Source: an optimization exercise on an open RTL-to-GDS flow (aim: small area). Production flows keep margins and buffers that such runs may drop. In this exercise RTL edits were held to simulation tests only and were not proved equivalent to the original. Power is estimated from default activity; no workload was simulated.

==> design/flow/design.v <==
module apu_length_lut (
    input  wire [4:0] code,
    output reg  [7:0] count
);
    always @(*) begin
        case (code)
            5'd0:  count = 8'd10;   5'd1:  count = 8'd254;
            5'd2:  count = 8'd20;   5'd3:  count = 8'd2;
            5'd4:  count = 8'd40;   5'd5:  count = 8'd4;
            5'd6:  count = 8'd80;   5'd7:  count = 8'd6;
            5'd8:  count = 8'd160;  5'd9:  count = 8'd8;
            5'd10: count = 8'd60;   5'd11: count = 8'd10;
            5'd12: count = 8'd14;   5'd13: count = 8'd12;
            5'd14: count = 8'd26;   5'd15: count = 8'd14;
            5'd16: count = 8'd12;   5'd17: count = 8'd16;
            5'd18: count = 8'd24;   5'd19: count = 8'd18;
            5'd20: count = 8'd48;   5'd21: count = 8'd20;
            5'd22: count = 8'd96;   5'd23: count = 8'd22;
            5'd24: count = 8'd192;  5'd25: count = 8'd24;
            5'd26: count = 8'd72;   5'd27: count = 8'd26;
            5'd28: count = 8'd16;   5'd29: count = 8'd28;
            5'd30: count = 8'd32;   default: count = 8'd30;
        endcase
    end
endmodule
module apu_mix_tables (
    input  wire [4:0]  pulse_sum,    
    input  wire [3:0]  tri_level,
    input  wire [3:0]  noise_level,
    output reg  [16:0] pulse_out,    
    output reg  [16:0] tnd_out       
);
    always @(*) begin
        case (pulse_sum)
            5'd0: pulse_out = 17'd0;
            5'd1: pulse_out = 17'd3055;
            5'd2: pulse_out = 17'd6036;
            5'd3: pulse_out = 17'd8947;
            5'd4: pulse_out = 17'd11789;
            5'd5: pulse_out = 17'd14566;
            5'd6: pulse_out = 17'd17278;
            5'd7: pulse_out = 17'd19930;
            5'd8: pulse_out = 17'd22522;
            5'd9: pulse_out = 17'd25056;
            5'd10: pulse_out = 17'd27535;
            5'd11: pulse_out = 17'd29961;
            5'd12: pulse_out = 17'd32334;
            5'd13: pulse_out = 17'd34657;
            5'd14: pulse_out = 17'd36931;
            5'd15: pulse_out = 17'd39158;
            5'd16: pulse_out = 17'd41339;
            5'd17: pulse_out = 17'd43476;
            5'd18: pulse_out = 17'd45570;
            5'd19: pulse_out = 17'd47622;
            5'd20: pulse_out = 17'd49633;
            5'd21: pulse_out = 17'd51606;
            5'd22: pulse_out = 17'd53540;
            5'd23: pulse_out = 17'd55436;
            5'd24: pulse_out = 17'd57297;
            5'd25: pulse_out = 17'd59123;
            5'd26: pulse_out = 17'd60915;
            5'd27: pulse_out = 17'd62673;
            5'd28: pulse_out = 17'd64400;
            5'd29: pulse_out = 17'd66095;
            5'd30: pulse_out = 17'd67760;
            default: pulse_out = 17'd0;
        endcase
    end
    always @(*) begin
        case ({tri_level, noise_level})
            8'h00: tnd_out = 17'd0;
            8'h01: tnd_out = 17'd3394;
            8'h02: tnd_out = 17'd6734;
            8'h03: tnd_out = 17'd10020;
            8'h04: tnd_out = 17'd13255;
            8'h05: tnd_out = 17'd16438;
            8'h06: tnd_out = 17'd19572;
            8'h07: tnd_out = 17'd22658;
            8'h08: tnd_out = 17'd25696;
            8'h09: tnd_out = 17'd28688;
            8'h0A: tnd_out = 17'd31635;
            8'h0B: tnd_out = 17'd34538;
            8'h0C: tnd_out = 17'd37397;
            8'h0D: tnd_out = 17'd40214;
            8'h0E: tnd_out = 17'd42990;
            8'h0F: tnd_out = 17'd45726;
            8'h10: tnd_out = 17'd5030;
            8'h11: tnd_out = 17'd8344;
            8'h12: tnd_out = 17'd11605;
            8'h13: tnd_out = 17'd14814;
            8'h14: tnd_out = 17'd17974;
            8'h15: tnd_out = 17'd21084;
            8'h16: tnd_out = 17'd24146;
            8'h17: tnd_out = 17'd27162;
            8'h18: tnd_out = 17'd30132;
            8'h19: tnd_out = 17'd33057;
            8'h1A: tnd_out = 17'd35938;
            8'h1B: tnd_out = 17'd38777;
            8'h1C: tnd_out = 17'd41574;
            8'h1D: tnd_out = 17'd44330;
            8'h1E: tnd_out = 17'd47046;
            8'h1F: tnd_out = 17'd49723;
            8'h20: tnd_out = 17'd9941;
            8'h21: tnd_out = 17'd13177;
            8'h22: tnd_out = 17'd16362;
            8'h23: tnd_out = 17'd19497;
            8'h24: tnd_out = 17'd22584;
            8'h25: tnd_out = 17'd25623;
            8'h26: tnd_out = 17'd28616;
            8'h27: tnd_out = 17'd31564;
            8'h28: tnd_out = 17'd34468;
            8'h29: tnd_out = 17'd37329;
            8'h2A: tnd_out = 17'd40147;
            8'h2B: tnd_out = 17'd42924;
            8'h2C: tnd_out = 17'd45660;
            8'h2D: tnd_out = 17'd48357;
            8'h2E: tnd_out = 17'd51015;
            8'h2F: tnd_out = 17'd53636;
            8'h30: tnd_out = 17'd14737;
            8'h31: tnd_out = 17'd17898;
            8'h32: tnd_out = 17'd21009;
            8'h33: tnd_out = 17'd24073;
            8'h34: tnd_out = 17'd27089;
            8'h35: tnd_out = 17'd30060;
            8'h36: tnd_out = 17'd32987;
            8'h37: tnd_out = 17'd35869;
            8'h38: tnd_out = 17'd38709;
            8'h39: tnd_out = 17'd41507;
            8'h3A: tnd_out = 17'd44264;
            8'h3B: tnd_out = 17'd46981;
            8'h3C: tnd_out = 17'd49659;
            8'h3D: tnd_out = 17'd52299;
            8'h3E: tnd_out = 17'd54901;
            8'h3F: tnd_out = 17'd57466;
            8'h40: tnd_out = 17'd19422;
            8'h41: tnd_out = 17'd22510;
            8'h42: tnd_out = 17'd25550;
            8'h43: tnd_out = 17'd28545;
            8'h44: tnd_out = 17'd31494;
            8'h45: tnd_out = 17'd34398;
            8'h46: tnd_out = 17'd37260;
            8'h47: tnd_out = 17'd40079;
            8'h48: tnd_out = 17'd42857;
            8'h49: tnd_out = 17'd45594;
            8'h4A: tnd_out = 17'd48292;
            8'h4B: tnd_out = 17'd50952;
            8'h4C: tnd_out = 17'd53573;
            8'h4D: tnd_out = 17'd56157;
            8'h4E: tnd_out = 17'd58705;
            8'h4F: tnd_out = 17'd61217;
            8'h50: tnd_out = 17'd23999;
            8'h51: tnd_out = 17'd27017;
            8'h52: tnd_out = 17'd29989;
            8'h53: tnd_out = 17'd32916;
            8'h54: tnd_out = 17'd35800;
            8'h55: tnd_out = 17'd38641;
            8'h56: tnd_out = 17'd41440;
            8'h57: tnd_out = 17'd44198;
            8'h58: tnd_out = 17'd46916;
            8'h59: tnd_out = 17'd49595;
            8'h5A: tnd_out = 17'd52235;
            8'h5B: tnd_out = 17'd54838;
            8'h5C: tnd_out = 17'd57405;
            8'h5D: tnd_out = 17'd59935;
            8'h5E: tnd_out = 17'd62430;
            8'h5F: tnd_out = 17'd64891;
            8'h60: tnd_out = 17'd28473;
            8'h61: tnd_out = 17'd31423;
            8'h62: tnd_out = 17'd34329;
            8'h63: tnd_out = 17'd37191;
            8'h64: tnd_out = 17'd40011;
            8'h65: tnd_out = 17'd42790;
            8'h66: tnd_out = 17'd45529;
            8'h67: tnd_out = 17'd48228;
            8'h68: tnd_out = 17'd50888;
            8'h69: tnd_out = 17'd53510;
            8'h6A: tnd_out = 17'd56095;
            8'h6B: tnd_out = 17'd58644;
            8'h6C: tnd_out = 17'd61157;
            8'h6D: tnd_out = 17'd63635;
            8'h6E: tnd_out = 17'd66080;
            8'h6F: tnd_out = 17'd68490;
            8'h70: tnd_out = 17'd32846;
            8'h71: tnd_out = 17'd35731;
            8'h72: tnd_out = 17'd38572;
            8'h73: tnd_out = 17'd41372;
            8'h74: tnd_out = 17'd44131;
            8'h75: tnd_out = 17'd46850;
            8'h76: tnd_out = 17'd49530;
            8'h77: tnd_out = 17'd52172;
            8'h78: tnd_out = 17'd54776;
            8'h79: tnd_out = 17'd57343;
            8'h7A: tnd_out = 17'd59874;
            8'h7B: tnd_out = 17'd62370;
            8'h7C: tnd_out = 17'd64832;
            8'h7D: tnd_out = 17'd67260;
            8'h7E: tnd_out = 17'd69655;
            8'h7F: tnd_out = 17'd72017;
            8'h80: tnd_out = 17'd37122;
            8'h81: tnd_out = 17'd39944;
            8'h82: tnd_out = 17'd42724;
            8'h83: tnd_out = 17'd45463;
            8'h84: tnd_out = 17'd48163;
            8'h85: tnd_out = 17'd50824;
            8'h86: tnd_out = 17'd53447;
            8'h87: tnd_out = 17'd56033;
            8'h88: tnd_out = 17'd58583;
            8'h89: tnd_out = 17'd61097;
            8'h8A: tnd_out = 17'd63576;
            8'h8B: tnd_out = 17'd66021;
            8'h8C: tnd_out = 17'd68433;
            8'h8D: tnd_out = 17'd70811;
            8'h8E: tnd_out = 17'd73158;
            8'h8F: tnd_out = 17'd75474;
            8'h90: tnd_out = 17'd41305;
            8'h91: tnd_out = 17'd44065;
            8'h92: tnd_out = 17'd46785;
            8'h93: tnd_out = 17'd49466;
            8'h94: tnd_out = 17'd52108;
            8'h95: tnd_out = 17'd54713;
            8'h96: tnd_out = 17'd57281;
            8'h97: tnd_out = 17'd59814;
            8'h98: tnd_out = 17'd62311;
            8'h99: tnd_out = 17'd64773;
            8'h9A: tnd_out = 17'd67202;
            8'h9B: tnd_out = 17'd69597;
            8'h9C: tnd_out = 17'd71960;
            8'h9D: tnd_out = 17'd74292;
            8'h9E: tnd_out = 17'd76592;
            8'h9F: tnd_out = 17'd78862;
            8'hA0: tnd_out = 17'd45397;
            8'hA1: tnd_out = 17'd48098;
            8'hA2: tnd_out = 17'd50760;
            8'hA3: tnd_out = 17'd53384;
            8'hA4: tnd_out = 17'd55971;
            8'hA5: tnd_out = 17'd58521;
            8'hA6: tnd_out = 17'd61036;
            8'hA7: tnd_out = 17'd63516;
            8'hA8: tnd_out = 17'd65962;
            8'hA9: tnd_out = 17'd68375;
            8'hAA: tnd_out = 17'd70754;
            8'hAB: tnd_out = 17'd73102;
            8'hAC: tnd_out = 17'd75418;
            8'hAD: tnd_out = 17'd77703;
            8'hAE: tnd_out = 17'd79959;
            8'hAF: tnd_out = 17'd82184;
            8'hB0: tnd_out = 17'd49402;
            8'hB1: tnd_out = 17'd52045;
            8'hB2: tnd_out = 17'd54651;
            8'hB3: tnd_out = 17'd57220;
            8'hB4: tnd_out = 17'd59753;
            8'hB5: tnd_out = 17'd62251;
            8'hB6: tnd_out = 17'd64714;
            8'hB7: tnd_out = 17'd67143;
            8'hB8: tnd_out = 17'd69540;
            8'hB9: tnd_out = 17'd71904;
            8'hBA: tnd_out = 17'd74236;
            8'hBB: tnd_out = 17'd76537;
            8'hBC: tnd_out = 17'd78807;
            8'hBD: tnd_out = 17'd81048;
            8'hBE: tnd_out = 17'd83259;
            8'hBF: tnd_out = 17'd85442;
            8'hC0: tnd_out = 17'd53321;
            8'hC1: tnd_out = 17'd55909;
            8'hC2: tnd_out = 17'd58460;
            8'hC3: tnd_out = 17'd60976;
            8'hC4: tnd_out = 17'd63457;
            8'hC5: tnd_out = 17'd65903;
            8'hC6: tnd_out = 17'd68317;
            8'hC7: tnd_out = 17'd70697;
            8'hC8: tnd_out = 17'd73046;
            8'hC9: tnd_out = 17'd75362;
            8'hCA: tnd_out = 17'd77649;
            8'hCB: tnd_out = 17'd79904;
            8'hCC: tnd_out = 17'd82131;
            8'hCD: tnd_out = 17'd84328;
            8'hCE: tnd_out = 17'd86496;
            8'hCF: tnd_out = 17'd88637;
            8'hD0: tnd_out = 17'd57158;
            8'hD1: tnd_out = 17'd59692;
            8'hD2: tnd_out = 17'd62191;
            8'hD3: tnd_out = 17'd64655;
            8'hD4: tnd_out = 17'd67085;
            8'hD5: tnd_out = 17'd69482;
            8'hD6: tnd_out = 17'd71847;
            8'hD7: tnd_out = 17'd74180;
            8'hD8: tnd_out = 17'd76482;
            8'hD9: tnd_out = 17'd78753;
            8'hDA: tnd_out = 17'd80994;
            8'hDB: tnd_out = 17'd83206;
            8'hDC: tnd_out = 17'd85389;
            8'hDD: tnd_out = 17'd87544;
            8'hDE: tnd_out = 17'd89672;
            8'hDF: tnd_out = 17'd91772;
            8'hE0: tnd_out = 17'd60915;
            8'hE1: tnd_out = 17'd63397;
            8'hE2: tnd_out = 17'd65845;
            8'hE3: tnd_out = 17'd68259;
            8'hE4: tnd_out = 17'd70640;
            8'hE5: tnd_out = 17'd72989;
            8'hE6: tnd_out = 17'd75307;
            8'hE7: tnd_out = 17'd77594;
            8'hE8: tnd_out = 17'd79850;
            8'hE9: tnd_out = 17'd82077;
            8'hEA: tnd_out = 17'd84275;
            8'hEB: tnd_out = 17'd86444;
            8'hEC: tnd_out = 17'd88586;
            8'hED: tnd_out = 17'd90700;
            8'hEE: tnd_out = 17'd92787;
            8'hEF: tnd_out = 17'd94848;
            8'hF0: tnd_out = 17'd64595;
            8'hF1: tnd_out = 17'd67027;
            8'hF2: tnd_out = 17'd69425;
            8'hF3: tnd_out = 17'd71790;
            8'hF4: tnd_out = 17'd74124;
            8'hF5: tnd_out = 17'd76426;
            8'hF6: tnd_out = 17'd78698;
            8'hF7: tnd_out = 17'd80940;
            8'hF8: tnd_out = 17'd83153;
            8'hF9: tnd_out = 17'd85337;
            8'hFA: tnd_out = 17'd87493;
            8'hFB: tnd_out = 17'd89621;
            8'hFC: tnd_out = 17'd91721;
            8'hFD: tnd_out = 17'd93796;
            8'hFE: tnd_out = 17'd95844;
            8'hFF: tnd_out = 17'd97866;
            default: tnd_out = 17'd0;
        endcase
    end
endmodule
module apu_mixer (
    input  wire [3:0]         p0,
    input  wire [3:0]         p1,
    input  wire [3:0]         t,
    input  wire [3:0]         n,
    input  wire signed [15:0] gain,
    output wire signed [15:0] pcm
);
    wire [16:0] pulse_out, tnd_out;
    wire [4:0]  pulse_sum = {1'b0, p0} + {1'b0, p1};
    apu_mix_tables u_tables (
        .pulse_sum   (pulse_sum),
        .tri_level   (t),
        .noise_level (n),
        .pulse_out   (pulse_out),
        .tnd_out     (tnd_out)
    );
    wire [17:0]        mix  = {1'b0, pulse_out} + {1'b0, tnd_out};
    wire signed [34:0] prod = $signed({1'b0, mix}) * gain;      
    localparam signed [34:0] ONE = 35'sd1073741824;             
    reg  [30:0] mag;                                             
    always @(*) begin
        if (prod > ONE)
            mag = 31'd1073741824;
        else if (prod < -ONE)
            mag = 31'd1073741824;
        else if (prod[34])
            mag = -prod[30:0];
        else
            mag = prod[30:0];
    end
    wire [45:0] scaled  = mag * 46'd32767 + 46'd536870912;      
    wire [15:0] rounded = {1'b0, scaled[44:30]};
    assign pcm = prod[34] ? -rounded : rounded;
endmodule
module apu_pulse #(
    parameter ID = 0               
) (
    input  wire        clk,
    input  wire        rst,
    input  wire        tick,
    input  wire        quarter,      
    input  wire        half,         
    input  wire        wr,           
    input  wire [1:0]  wr_reg,
    input  wire [7:0]  wr_data,
    input  wire [7:0]  reg_lo,       
    input  wire [7:0]  reg_hi,       
    input  wire        en_wr,        
    input  wire        en_val,
    output reg  [3:0]  level
);
    reg        enabled;
    reg [1:0]  duty;
    reg [10:0] raw;                  
    reg [10:0] timer_cnt;
    reg [2:0]  seq;
    reg        len_halt;
    reg [7:0]  len_cnt;
    reg        env_start, env_const, env_loop;
    reg [3:0]  env_vol;              
    reg [3:0]  env_decay;
    reg [3:0]  env_cnt;
    reg        sw_en, sw_neg;
    reg [2:0]  sw_period, sw_shift, sw_cnt;
    reg        t_enabled;
    reg [10:0] t_raw;
    reg [10:0] t_timer_cnt;
    reg [2:0]  t_seq;
    reg [7:0]  t_len_cnt;
    reg        t_env_start;
    reg [3:0]  t_env_decay, t_env_cnt;
    reg [2:0]  t_sw_cnt;
    reg [10:0] sw_delta;
    reg [12:0] sw_target;            
    always @(*) begin
        t_enabled   = enabled;
        t_raw       = raw;
        t_timer_cnt = timer_cnt;
        t_seq       = seq;
        t_len_cnt   = len_cnt;
        t_env_start = env_start;
        t_env_decay = env_decay;
        t_env_cnt   = env_cnt;
        t_sw_cnt    = sw_cnt;
        sw_delta    = raw >> sw_shift;
        if (sw_neg)
            sw_target = {2'b00, raw} - {2'b00, sw_delta} - ((ID == 1) ? 13'd1 : 13'd0);
        else
            sw_target = {2'b00, raw} + {2'b00, sw_delta};
        if (tick) begin
            if (quarter) begin
                if (env_start) begin
                    t_env_start = 1'b0;
                    t_env_decay = 4'd15;
                    t_env_cnt   = env_vol;
                end else if (env_cnt == 4'd0) begin
                    t_env_cnt = env_vol;
                    if (env_decay != 4'd0)
                        t_env_decay = env_decay - 4'd1;
                    else if (env_loop)
                        t_env_decay = 4'd15;
                end else begin
                    t_env_cnt = env_cnt - 4'd1;
                end
            end
            if (half) begin
                if (!len_halt && len_cnt != 8'd0)
                    t_len_cnt = len_cnt - 8'd1;
                if (sw_en) begin
                    if (sw_cnt == 3'd0) begin
                        t_sw_cnt = sw_period;
                        if (sw_target[12] || sw_target < 13'd8 || sw_target > 13'h7FF)
                            t_enabled = 1'b0;
                        else
                            t_raw = sw_target[10:0];
                    end else begin
                        t_sw_cnt = sw_cnt - 3'd1;
                    end
                end
            end
            if (timer_cnt == 11'd0) begin
                t_timer_cnt = t_raw;
                t_seq       = seq + 3'd1;
            end else begin
                t_timer_cnt = timer_cnt - 11'd1;
            end
        end
    end
    reg duty_bit;
    always @(*) begin
        case (duty)
            2'd0: duty_bit = (t_seq == 3'd1);
            2'd1: duty_bit = (t_seq == 3'd1) || (t_seq == 3'd2);
            2'd2: duty_bit = (t_seq >= 3'd1) && (t_seq <= 3'd4);
            default: duty_bit = !((t_seq == 3'd1) || (t_seq == 3'd2));
        endcase
        if (!t_enabled || t_len_cnt == 8'd0 || t_raw < 11'd8 || !duty_bit)
            level = 4'd0;
        else
            level = env_const ? env_vol : t_env_decay;
    end
    wire [7:0] len_load;
    apu_length_lut u_len (.code(wr_data[7:3]), .count(len_load));
    always @(posedge clk) begin
        if (rst) begin
            enabled   <= 1'b0;
            duty      <= 2'd0;
            raw       <= 11'd0;
            timer_cnt <= 11'd0;
            seq       <= 3'd0;
            len_halt  <= 1'b0;
            len_cnt   <= 8'd0;
            env_start <= 1'b0;
            env_const <= 1'b0;
            env_loop  <= 1'b0;
            env_vol   <= 4'd0;
            env_decay <= 4'd0;
            env_cnt   <= 4'd0;
            sw_en     <= 1'b0;
            sw_neg    <= 1'b0;
            sw_period <= 3'd0;
            sw_shift  <= 3'd0;
            sw_cnt    <= 3'd0;
        end else begin
            enabled   <= t_enabled;
            raw       <= t_raw;
            timer_cnt <= t_timer_cnt;
            seq       <= t_seq;
            len_cnt   <= t_len_cnt;
            env_start <= t_env_start;
            env_decay <= t_env_decay;
            env_cnt   <= t_env_cnt;
            sw_cnt    <= t_sw_cnt;
            if (en_wr)
                enabled <= en_val;
            if (wr) begin
                case (wr_reg)
                    2'd0: begin
                        duty      <= wr_data[7:6];
                        len_halt  <= wr_data[5];
                        env_loop  <= wr_data[5];
                        env_const <= wr_data[4];
                        env_vol   <= wr_data[3:0];
                        env_start <= 1'b1;
                    end
                    2'd1: begin
                        sw_en     <= wr_data[7];
                        sw_period <= wr_data[6:4];
                        sw_cnt    <= wr_data[6:4];
                        sw_neg    <= wr_data[3];
                        sw_shift  <= wr_data[2:0];
                    end
                    2'd2: begin
                        raw       <= {reg_hi[2:0], wr_data};
                        timer_cnt <= {reg_hi[2:0], wr_data};
                    end
                    default: begin
                        raw       <= {wr_data[2:0], reg_lo};
                        timer_cnt <= {wr_data[2:0], reg_lo};
                        len_cnt   <= len_load;
                    end
                endcase
            end
        end
    end
endmodule
module apu_triangle (
    input  wire        clk,
    input  wire        rst,
    input  wire        tick,
    input  wire        quarter,
    input  wire        half,
    input  wire        wr,           
    input  wire [1:0]  wr_reg,       
    input  wire [7:0]  wr_data,
    input  wire [7:0]  reg_ctrl,     
    input  wire [7:0]  reg_lo,       
    input  wire [7:0]  reg_hi,       
    input  wire        en_wr,
    input  wire        en_val,
    output reg  [3:0]  level
);
    reg        enabled;
    reg [10:0] raw;
    reg [10:0] timer_cnt;
    reg [4:0]  seq;
    reg        halt;                 
    reg [7:0]  len_cnt;
    reg [6:0]  lin_cnt;
    reg [10:0] t_timer_cnt, mid_cnt;
    reg [4:0]  t_seq;
    reg [7:0]  t_len_cnt;
    reg [6:0]  t_lin_cnt;
    always @(*) begin
        t_timer_cnt = timer_cnt;
        t_seq       = seq;
        t_len_cnt   = len_cnt;
        t_lin_cnt   = lin_cnt;
        mid_cnt     = timer_cnt;
        if (tick) begin
            if (quarter && !halt && lin_cnt != 7'd0)
                t_lin_cnt = lin_cnt - 7'd1;
            if (half && !halt && len_cnt != 8'd0)
                t_len_cnt = len_cnt - 8'd1;
            if (timer_cnt == 11'd0) begin
                mid_cnt = raw;
                t_seq   = t_seq + 5'd1;
            end else begin
                mid_cnt = timer_cnt - 11'd1;
            end
            if (mid_cnt == 11'd0) begin
                t_timer_cnt = raw;
                t_seq       = t_seq + 5'd1;
            end else begin
                t_timer_cnt = mid_cnt - 11'd1;
            end
        end
    end
    always @(*) begin
        if (!enabled || t_len_cnt == 8'd0 || t_lin_cnt == 7'd0)
            level = 4'd0;
        else if (t_seq[4])
            level = t_seq[3:0];
        else
            level = ~t_seq[3:0];
    end
    wire [7:0] len_load;
    apu_length_lut u_len (.code(wr_data[7:3]), .count(len_load));
    always @(posedge clk) begin
        if (rst) begin
            enabled   <= 1'b0;
            raw       <= 11'd0;
            timer_cnt <= 11'd0;
            seq       <= 5'd0;
            halt      <= 1'b0;
            len_cnt   <= 8'd0;
            lin_cnt   <= 7'd0;
        end else begin
            timer_cnt <= t_timer_cnt;
            seq       <= t_seq;
            len_cnt   <= t_len_cnt;
            lin_cnt   <= t_lin_cnt;
            if (en_wr)
                enabled <= en_val;
            if (wr) begin
                case (wr_reg)
                    2'd0: begin
                        halt    <= wr_data[7];
                        lin_cnt <= wr_data[6:0];
                    end
                    2'd2: begin
                        raw       <= {reg_hi[2:0], wr_data};
                        timer_cnt <= {reg_hi[2:0], wr_data};
                    end
                    2'd3: begin
                        raw       <= {wr_data[2:0], reg_lo};
                        timer_cnt <= {wr_data[2:0], reg_lo};
                        len_cnt   <= len_load;
                        lin_cnt   <= reg_ctrl[6:0];
                    end
                    default: ;
                endcase
            end
        end
    end
endmodule
module apu_noise (
    input  wire        clk,
    input  wire        rst,
    input  wire        tick,
    input  wire        quarter,
    input  wire        half,
    input  wire        wr,           
    input  wire [1:0]  wr_reg,       
    input  wire [7:0]  wr_data,
    input  wire        en_wr,
    input  wire        en_val,
    output reg  [3:0]  level
);
    reg        enabled;
    reg [11:0] timer_period;
    reg [11:0] timer_cnt;
    reg [14:0] lfsr;
    reg        mode;
    reg        len_halt;
    reg [7:0]  len_cnt;
    reg        env_start, env_const, env_loop;
    reg [3:0]  env_vol, env_decay, env_cnt;
    reg [11:0] t_timer_cnt;
    reg [14:0] t_lfsr;
    reg [7:0]  t_len_cnt;
    reg        t_env_start;
    reg [3:0]  t_env_decay, t_env_cnt;
    reg        fb;
    always @(*) begin
        t_timer_cnt = timer_cnt;
        t_lfsr      = lfsr;
        t_len_cnt   = len_cnt;
        t_env_start = env_start;
        t_env_decay = env_decay;
        t_env_cnt   = env_cnt;
        fb          = lfsr[0] ^ (mode ? lfsr[6] : lfsr[1]);
        if (tick) begin
            if (quarter) begin
                if (env_start) begin
                    t_env_start = 1'b0;
                    t_env_decay = 4'd15;
                    t_env_cnt   = env_vol;
                end else if (env_cnt == 4'd0) begin
                    t_env_cnt = env_vol;
                    if (env_decay != 4'd0)
                        t_env_decay = env_decay - 4'd1;
                    else if (env_loop)
                        t_env_decay = 4'd15;
                end else begin
                    t_env_cnt = env_cnt - 4'd1;
                end
            end
            if (half && !len_halt && len_cnt != 8'd0)
                t_len_cnt = len_cnt - 8'd1;
            if (timer_cnt == 12'd0) begin
                t_timer_cnt = timer_period;
                t_lfsr      = {fb, lfsr[14:1]};
            end else begin
                t_timer_cnt = timer_cnt - 12'd1;
            end
        end
    end
    always @(*) begin
        if (!enabled || t_len_cnt == 8'd0 || t_lfsr[0])
            level = 4'd0;
        else
            level = env_const ? env_vol : t_env_decay;
    end
    wire [7:0] len_load;
    apu_length_lut u_len (.code(wr_data[7:3]), .count(len_load));
    reg [11:0] period_load;
    always @(*) begin
        case (wr_data[3:0])
            4'd0:  period_load = 12'd4;
            4'd1:  period_load = 12'd8;
            4'd2:  period_load = 12'd16;
            4'd3:  period_load = 12'd32;
            4'd4:  period_load = 12'd64;
            4'd5:  period_load = 12'd96;
            4'd6:  period_load = 12'd128;
            4'd7:  period_load = 12'd160;
            4'd8:  period_load = 12'd202;
            4'd9:  period_load = 12'd254;
            4'd10: period_load = 12'd380;
            4'd11: period_load = 12'd508;
            4'd12: period_load = 12'd762;
            4'd13: period_load = 12'd1016;
            4'd14: period_load = 12'd2034;
            default: period_load = 12'd4068;
        endcase
    end
    always @(posedge clk) begin
        if (rst) begin
            enabled      <= 1'b0;
            timer_period <= 12'd0;
            timer_cnt    <= 12'd0;
            lfsr         <= 15'h4000;
            mode         <= 1'b0;
            len_halt     <= 1'b0;
            len_cnt      <= 8'd0;
            env_start    <= 1'b0;
            env_const    <= 1'b0;
            env_loop     <= 1'b0;
            env_vol      <= 4'd0;
            env_decay    <= 4'd0;
            env_cnt      <= 4'd0;
        end else begin
            timer_cnt <= t_timer_cnt;
            lfsr      <= t_lfsr;
            len_cnt   <= t_len_cnt;
            env_start <= t_env_start;
            env_decay <= t_env_decay;
            env_cnt   <= t_env_cnt;
            if (en_wr)
                enabled <= en_val;
            if (wr) begin
                case (wr_reg)
                    2'd0: begin
                        len_halt  <= wr_data[5];
                        env_loop  <= wr_data[5];
                        env_const <= wr_data[4];
                        env_vol   <= wr_data[3:0];
                        env_start <= 1'b1;
                    end
                    2'd2: begin
                        mode         <= wr_data[7];
                        timer_period <= period_load;
                        timer_cnt    <= period_load;
                    end
                    2'd3: begin
                        len_cnt <= len_load;
                    end
                    default: ;
                endcase
            end
        end
    end
endmodule
module apu (
    input  wire        clk,
    input  wire        rst,           
    input  wire        tick,          
    input  wire        wr_en,         
    input  wire        wr_flag,       
    input  wire [4:0]  wr_addr,
    input  wire [7:0]  wr_data,
    input  wire [4:0]  rd_addr,
    output wire [7:0]  rd_data,
    input  wire [15:0] gain,          
    output reg         sample_valid,
    output reg  [15:0] sample
);
    reg  [7:0] regs [0:31];
    wire [7:0] cur  = regs[wr_addr];
    wire [7:0] bit_mask = 8'd1 << wr_data[2:0];
    wire [7:0] wbyte = wr_flag ? ((cur & ~bit_mask) | (wr_data[3] ? bit_mask : 8'd0))
                               : wr_data;
    assign rd_data = regs[rd_addr];
    integer i;
    always @(posedge clk) begin
        if (rst) begin
            for (i = 0; i < 32; i = i + 1)
                regs[i] <= 8'd0;
        end else if (wr_en) begin
            regs[wr_addr] <= wbyte;
        end
    end
    reg  [14:0] fc;
    wire        mode5   = regs[23][7];
    wire        quarter = (fc == 15'd0) || (fc == 15'd3729) || (fc == 15'd7456) || (fc == 15'd11185);
    wire        half    = (fc == 15'd0) || (fc == 15'd7456);
    wire [14:0] fc_inc  = fc + 15'd1;
    wire [14:0] fc_wrap = mode5 ? 15'd18641 : 15'd14915;
    always @(posedge clk) begin
        if (rst)
            fc <= 15'd0;
        else if (tick)
            fc <= (fc_inc >= fc_wrap) ? 15'd0 : fc_inc;
    end
    wire en_wr = wr_en && (wr_addr == 5'h15);
    wire [3:0] lvl_p0, lvl_p1, lvl_t, lvl_n;
    apu_pulse #(.ID(0)) u_pulse0 (
        .clk(clk), .rst(rst), .tick(tick), .quarter(quarter), .half(half),
        .wr(wr_en && wr_addr[4:2] == 3'b000), .wr_reg(wr_addr[1:0]), .wr_data(wbyte),
        .reg_lo(regs[2]), .reg_hi(regs[3]),
        .en_wr(en_wr), .en_val(wbyte[0]), .level(lvl_p0)
    );
    apu_pulse #(.ID(1)) u_pulse1 (
        .clk(clk), .rst(rst), .tick(tick), .quarter(quarter), .half(half),
        .wr(wr_en && wr_addr[4:2] == 3'b001), .wr_reg(wr_addr[1:0]), .wr_data(wbyte),
        .reg_lo(regs[6]), .reg_hi(regs[7]),
        .en_wr(en_wr), .en_val(wbyte[1]), .level(lvl_p1)
    );
    apu_triangle u_tri (
        .clk(clk), .rst(rst), .tick(tick), .quarter(quarter), .half(half),
        .wr(wr_en && wr_addr[4:2] == 3'b010), .wr_reg(wr_addr[1:0]), .wr_data(wbyte),
        .reg_ctrl(regs[8]), .reg_lo(regs[10]), .reg_hi(regs[11]),
        .en_wr(en_wr), .en_val(wbyte[2]), .level(lvl_t)
    );
    apu_noise u_noise (
        .clk(clk), .rst(rst), .tick(tick), .quarter(quarter), .half(half),
        .wr(wr_en && wr_addr[4:2] == 3'b011), .wr_reg(wr_addr[1:0]), .wr_data(wbyte),
        .en_wr(en_wr), .en_val(wbyte[3]), .level(lvl_n)
    );
    reg  [20:0] acc;
    wire [21:0] acc_sum = {1'b0, acc} + 22'd96000;
    wire        due     = acc_sum >= 22'd1789773;
    wire [15:0] pcm;
    apu_mixer u_mixer (
        .p0(lvl_p0), .p1(lvl_p1), .t(lvl_t), .n(lvl_n),
        .gain(gain), .pcm(pcm)
    );
    always @(posedge clk) begin
        if (rst) begin
            acc          <= 21'd0;
            sample_valid <= 1'b0;
            sample       <= 16'd0;
        end else begin
            sample_valid <= tick && due;
            if (tick) begin
                acc <= due ? acc_sum[20:0] - 21'd1789773 : acc_sum[20:0];
                if (due)
                    sample <= pcm;
            end
        end
    end
endmodule
==> design/flow/run.sh <==
#!/bin/bash
# synth_recipe.tcl (not shown) runs the flow's synth.tcl, then flattens the netlist and writes it again
# the make line also repeats each setting of config.mk as NAME=value (left out here)
make -C /OpenROAD-flow-scripts/flow DESIGN_CONFIG=/design/flow/config.mk WORK_HOME=/design/flow/orfs CLKGATE_MAP_FILE= SYNTH_SCRIPT=/design/flow/synth_recipe.tcl finish
==> design/flow/config.mk <==
export PLATFORM = sky130hd
export DESIGN_NAME = apu
export DESIGN_NICKNAME = apu
export VERILOG_FILES = /design/flow/design.v
export SDC_FILE = /design/flow/constraint.sdc
export NUM_CORES = 4
export LEC_CHECK = 0
export CAP_MARGIN = 20
export CORE_MARGIN = 2
export CORE_UTILIZATION = 40
export SLEW_MARGIN = 20
export SYNTH_MEMORY_MAX_BITS = 16384
==> design/flow/constraint.sdc <==
create_clock -name core_clock -period 28.0 [get_ports {clk}]
set_input_delay 5.6000 -clock core_clock [delete_from_list [all_inputs] [get_ports {clk}]]
set_output_delay 5.6000 -clock core_clock [all_outputs]
set_load 0.01 [all_outputs]
==> results.sh <==
export IMPL_finalSetupViolCount=0
export IMPL_finalHoldViolCount=0
export IMPL_crit_family="adder cells"
export IMPL_synth_top_family_by_area="adder cells"
export IMPL_layout_area_overhead_vs_synth_pct=7.80
export IMPL_worstSetupPathType="input port to flop"
export IMPL_synth_area_top_cells="fa_1, edfxtp_1, dfxtp_1"
export IMPL_combPwrFrac_pct=53.4
export IMPL_numCtsBuffers=57
export IMPL_regArea_um2=13400
export IMPL_htreeDepth=2
export IMPL_finalMaxSlewViolations=0
export IMPL_synth_compound_area_share_pct=18.0
export IMPL_num_rows=143
export IMPL_vias=54500
export IMPL_synth_flop_cell="dfxtp_1"
export IMPL_rsz0062_at_grt="false"
export IMPL_r2r_start="u_pulse1.sw_shift[1]"
export IMPL_syn_inst=7092
export IMPL_crit_top_cell="fa_1"
export IMPL_layout_common_cells="nor2_1, inv_1, nand2_1"
export IMPL_place_gp_congestion=1.03
export IMPL_clkSlewWorstSetupHoldPaths_ns=0.06
export IMPL_power_switching_mw=1.69
export IMPL_final_common_cell="nor2_1"
export IMPL_timing_critical_path_buf_inv=17
export IMPL_netlist_area_leader_share_pct=15.0
export IMPL_finClkSkew_ns=0.109
export IMPL_fmax_ghz=0.0376
export IMPL_fin_setup_tns_ns=0
export IMPL_grt_usage_pct=26.2
export IMPL_layout_setup_ws_ns=1.38
export IMPL_period_minus_slack_ns=26.62
export IMPL_instances_no_fill=9018
export IMPL_grt_pass1_wl_mm=322
export IMPL_clkSinkCount=540
export IMPL_dp_cells=8910
export IMPL_cts_tree="done"
export IMPL_final_nets=7849
export IMPL_crit_path_end="sample[12]"
export IMPL_grt_pass1_vias=53500
export IMPL_switching_share_pct=44.7
export IMPL_synth_distinct_cells=114
export IMPL_fillers=15000
export IMPL_status="timing/DRC/antenna clean"
export IMPL_multi_input_area_um2=43400
export IMPL_port_buffers=63
export IMPL_final_antenna_net_count=0
export IMPL_cts_hold_buf=0
export IMPL_p_int_mw=2.09
export IMPL_grt_start_max_net_pins=84
export IMPL_post_place_ws_ns=0.0977
export IMPL_hold_path_class="flop to flop"
export IMPL_antenna_found_initial=2
export IMPL_drive_above_1_share_pct=8.46
export IMPL_syn_nets=8002
export IMPL_maxCapViolations=0
export IMPL_synth_seq_cells=540
export IMPL_drc=0
export IMPL_via_per_inst=6.04
export IMPL_synthAdderAreaFrac_pct=23.5
export IMPL_max_stage_delay_ns=0.75
export IMPL_p_seq_share_pct=25.9
export IMPL_p_clk_share_pct=20.7
export IMPL_worstSetupStartpoint="tick"
export IMPL_die_w_um=395
export IMPL_slowest_stage="fa_1"
export IMPL_crit_path_start_kind="input port"
export IMPL_finalWirelength_mm=209
export IMPL_cp_arrival_ns=27.15
export IMPL_post_synth_mux_area_share_pct=7.80
export IMPL_synthArstFlopShare_pct=0
export IMPL_hold_ws_ns=0.450
export IMPL_r2r_cells=93
export IMPL_p_leak_nw=28.0
export IMPL_post_route_period_util_pct=95.1
export IMPL_relSlewSlack_pct=19.0
export IMPL_ys_warn_count=8
export IMPL_synth_enable_flop_cells=256
export IMPL_avgSynthCellArea_um2=8.62
export IMPL_critPathMaxFanout=37
export IMPL_cts_buffer_depth=3
export IMPL_yosys_area_share_simple_pct=18.0
export IMPL_routedWlPerCell_um=23.1
export IMPL_max_slew_worst_pin_slew_ns=1.21
export IMPL_die_y_um=395
export IMPL_synth_xor_area_share_pct=3.36
export IMPL_yosysTopAreaCell="fa_1"
export IMPL_syn_cell_area_um2=61100
export IMPL_initial_core_util_pct=40.2
export IMPL_r2r_setup_slack_ns=3.13
export IMPL_cp_num_cells=84
export IMPL_gr_total_overflow=0
export IMPL_io_pin_count=64
export IMPL_first_pass_iters=7
export IMPL_yosysSeqAreaShare_pct=21.9
export IMPL_core_um2=152000
export IMPL_end_kind="flop"
export IMPL_power_density_nw_per_um2=57.5
export IMPL_dieArea_um2=156000
export IMPL_clock_latency_ns=0.71
export IMPL_worst_r2r_endpoint="sample[12]"
export IMPL_detailed_place_hpwl_mm=157
export IMPL_worstPathRequired_ns=28.53
export IMPL_first_iter_violations=6029
export IMPL_cts_root_buf="clkbuf_16"
export IMPL_peakVddDrop_uv=67.3
-- repair_timing --
action | 4_1_cts | 5_1_grt
endpoints found under the setup margin | 0 | 12
gates resized for setup | 0 | 20
setup buffers | 0 | 0
-- power groups by stage --
| stage | clock [mW] | sequential, mW | combinational (mW) |
|---|---|---|---|
| after floorplan | 0 | 0.957 | 1.49 |
| after global placement | 0 | 0.991 | 1.96 |
| after detailed placement | 0 | 0.993 | 1.97 |
| after CTS | 0.796 | 0.977 | 1.99 |
| after global routing | 0.825 | 0.989 | 2.24 |
| final | 0.784 | 0.980 | 2.02 |
-- stage by stage --
stage	utilization [%]	total power, mW	area (um^2)
detailed placement	42.0	2.96	63900
global route	43.4	4.06	65900
finish	43.4	3.79	65900
global placement	42.0	2.95	63900
CTS	43.3	3.76	65800
floorplan	-	2.45	61100
-- kinds of logic (layout without fill, tap and decap cells) --
| group | count (synthesis) | count (layout) |
|---|---|---|
| AND/OR/NAND/NOR | 2338 | 2338 |
| AO/OA/AOI/OAI | 1663 | 1663 |
| buffers and inverters | 1167 | 1062 |
| adder cells (fa/ha/maj) | 872 | 872 |
| flip-flops | 540 | 540 |
| multiplexers | 279 | 279 |
| XOR/XNOR | 233 | 233 |
| other | 0 | 1 |
-- final cells by class --
cell class / count / share of cell area [%]
flip-flops and latches: 540 / 20.3
inverters: 724 / 4.13
multi-input cells: 5385 / 65.9
repair buffers: 231 / 2.95
clock buffers: 80 / 2.47
well taps: 2030 / 3.86
diodes: 1 / 0.00380
clock inverters: 27 / 0.424
-- routing by layer --
metal  share of wire (%)  GRT usage, %  up-vias
li1                    -             -    24600
met1                  41          35.4    26800
met2                  46          42.1     2545
met3                 8.4          4.09      511
met4                 4.4          10.1        4
met5               0.011             0        -
-- tightest hold or removal path, stage by stage, from the launching register on --
cell and delay [ns]:
dfxtp_1 0.31, nand2_1 0.05, nand2_1 0.05
-- Yosys cell counts (141+ instances only) --
cell and instances:
inv_1 720, mux4_2 153, clkbuf_1 297, nand2_1 634, dfxtp_1 284, a21oi_1 413
and2_1 179, xnor2_1 141, ha_1 413, o21ai_0 340, nor3_1 177, fa_1 458
edfxtp_1 256, nor2_1 767
-- flip-flops by register name, summed over array words and instances (netlist names), 12 cells and up --
| register | flops |
|---|---|
| regs | 256 |
| acc | 21 |
| sample | 16 |
| fc | 15 |
| u_noise.lfsr | 15 |
| u_noise.timer_cnt | 12 |
-- worst min path at each step --
stage                             startpoint                        to  slack, ns  cells past startpoint
floorplan            u_noise.timer_period[3]   u_noise.timer_period[3]       0.42                      2
global placement    u_noise.timer_period[10]  u_noise.timer_period[10]       0.43                      2
detailed placement   u_noise.timer_period[1]   u_noise.timer_period[1]       0.44                      2
CTS                 u_noise.timer_period[10]  u_noise.timer_period[10]       0.45                      2
global route        u_noise.timer_period[10]  u_noise.timer_period[10]       0.47                      2
finish               u_noise.timer_period[1]   u_noise.timer_period[1]       0.45                      2

-- afterwards: timing with drivers on the ports --
The flow's constraints put no driver on any port. The routed layout listed below was extracted and timed again, unchanged, in two steps.
Step 1 (the two cells are an assumption about what drives the block):
set clk [get_ports {clk}]
set_driving_cell -lib_cell sky130_fd_sc_hd__clkbuf_16 $clk
set_driving_cell -lib_cell sky130_fd_sc_hd__buf_2 [delete_from_list [all_inputs] $clk]
Step 2, shift: input delay + t, output delay - t, t = (earliest + latest rising clock arrival at the registers) / 2. This alone moves slack from input paths to output paths.
Three values: ideal, step 1, step 2; two values: the first two.
t, ns: 0.733
slack for setup (ns): 1.377 / 1.387 / 0.654
worst hold slack (ns): 0.450 / 0.450 / 0.450
worst data-port slew with drivers (ns): 0.06
After both steps this run still meets setup and hold. The setup slack of this run moves by +0.010 ns with the drivers and by -0.723 ns with both steps.
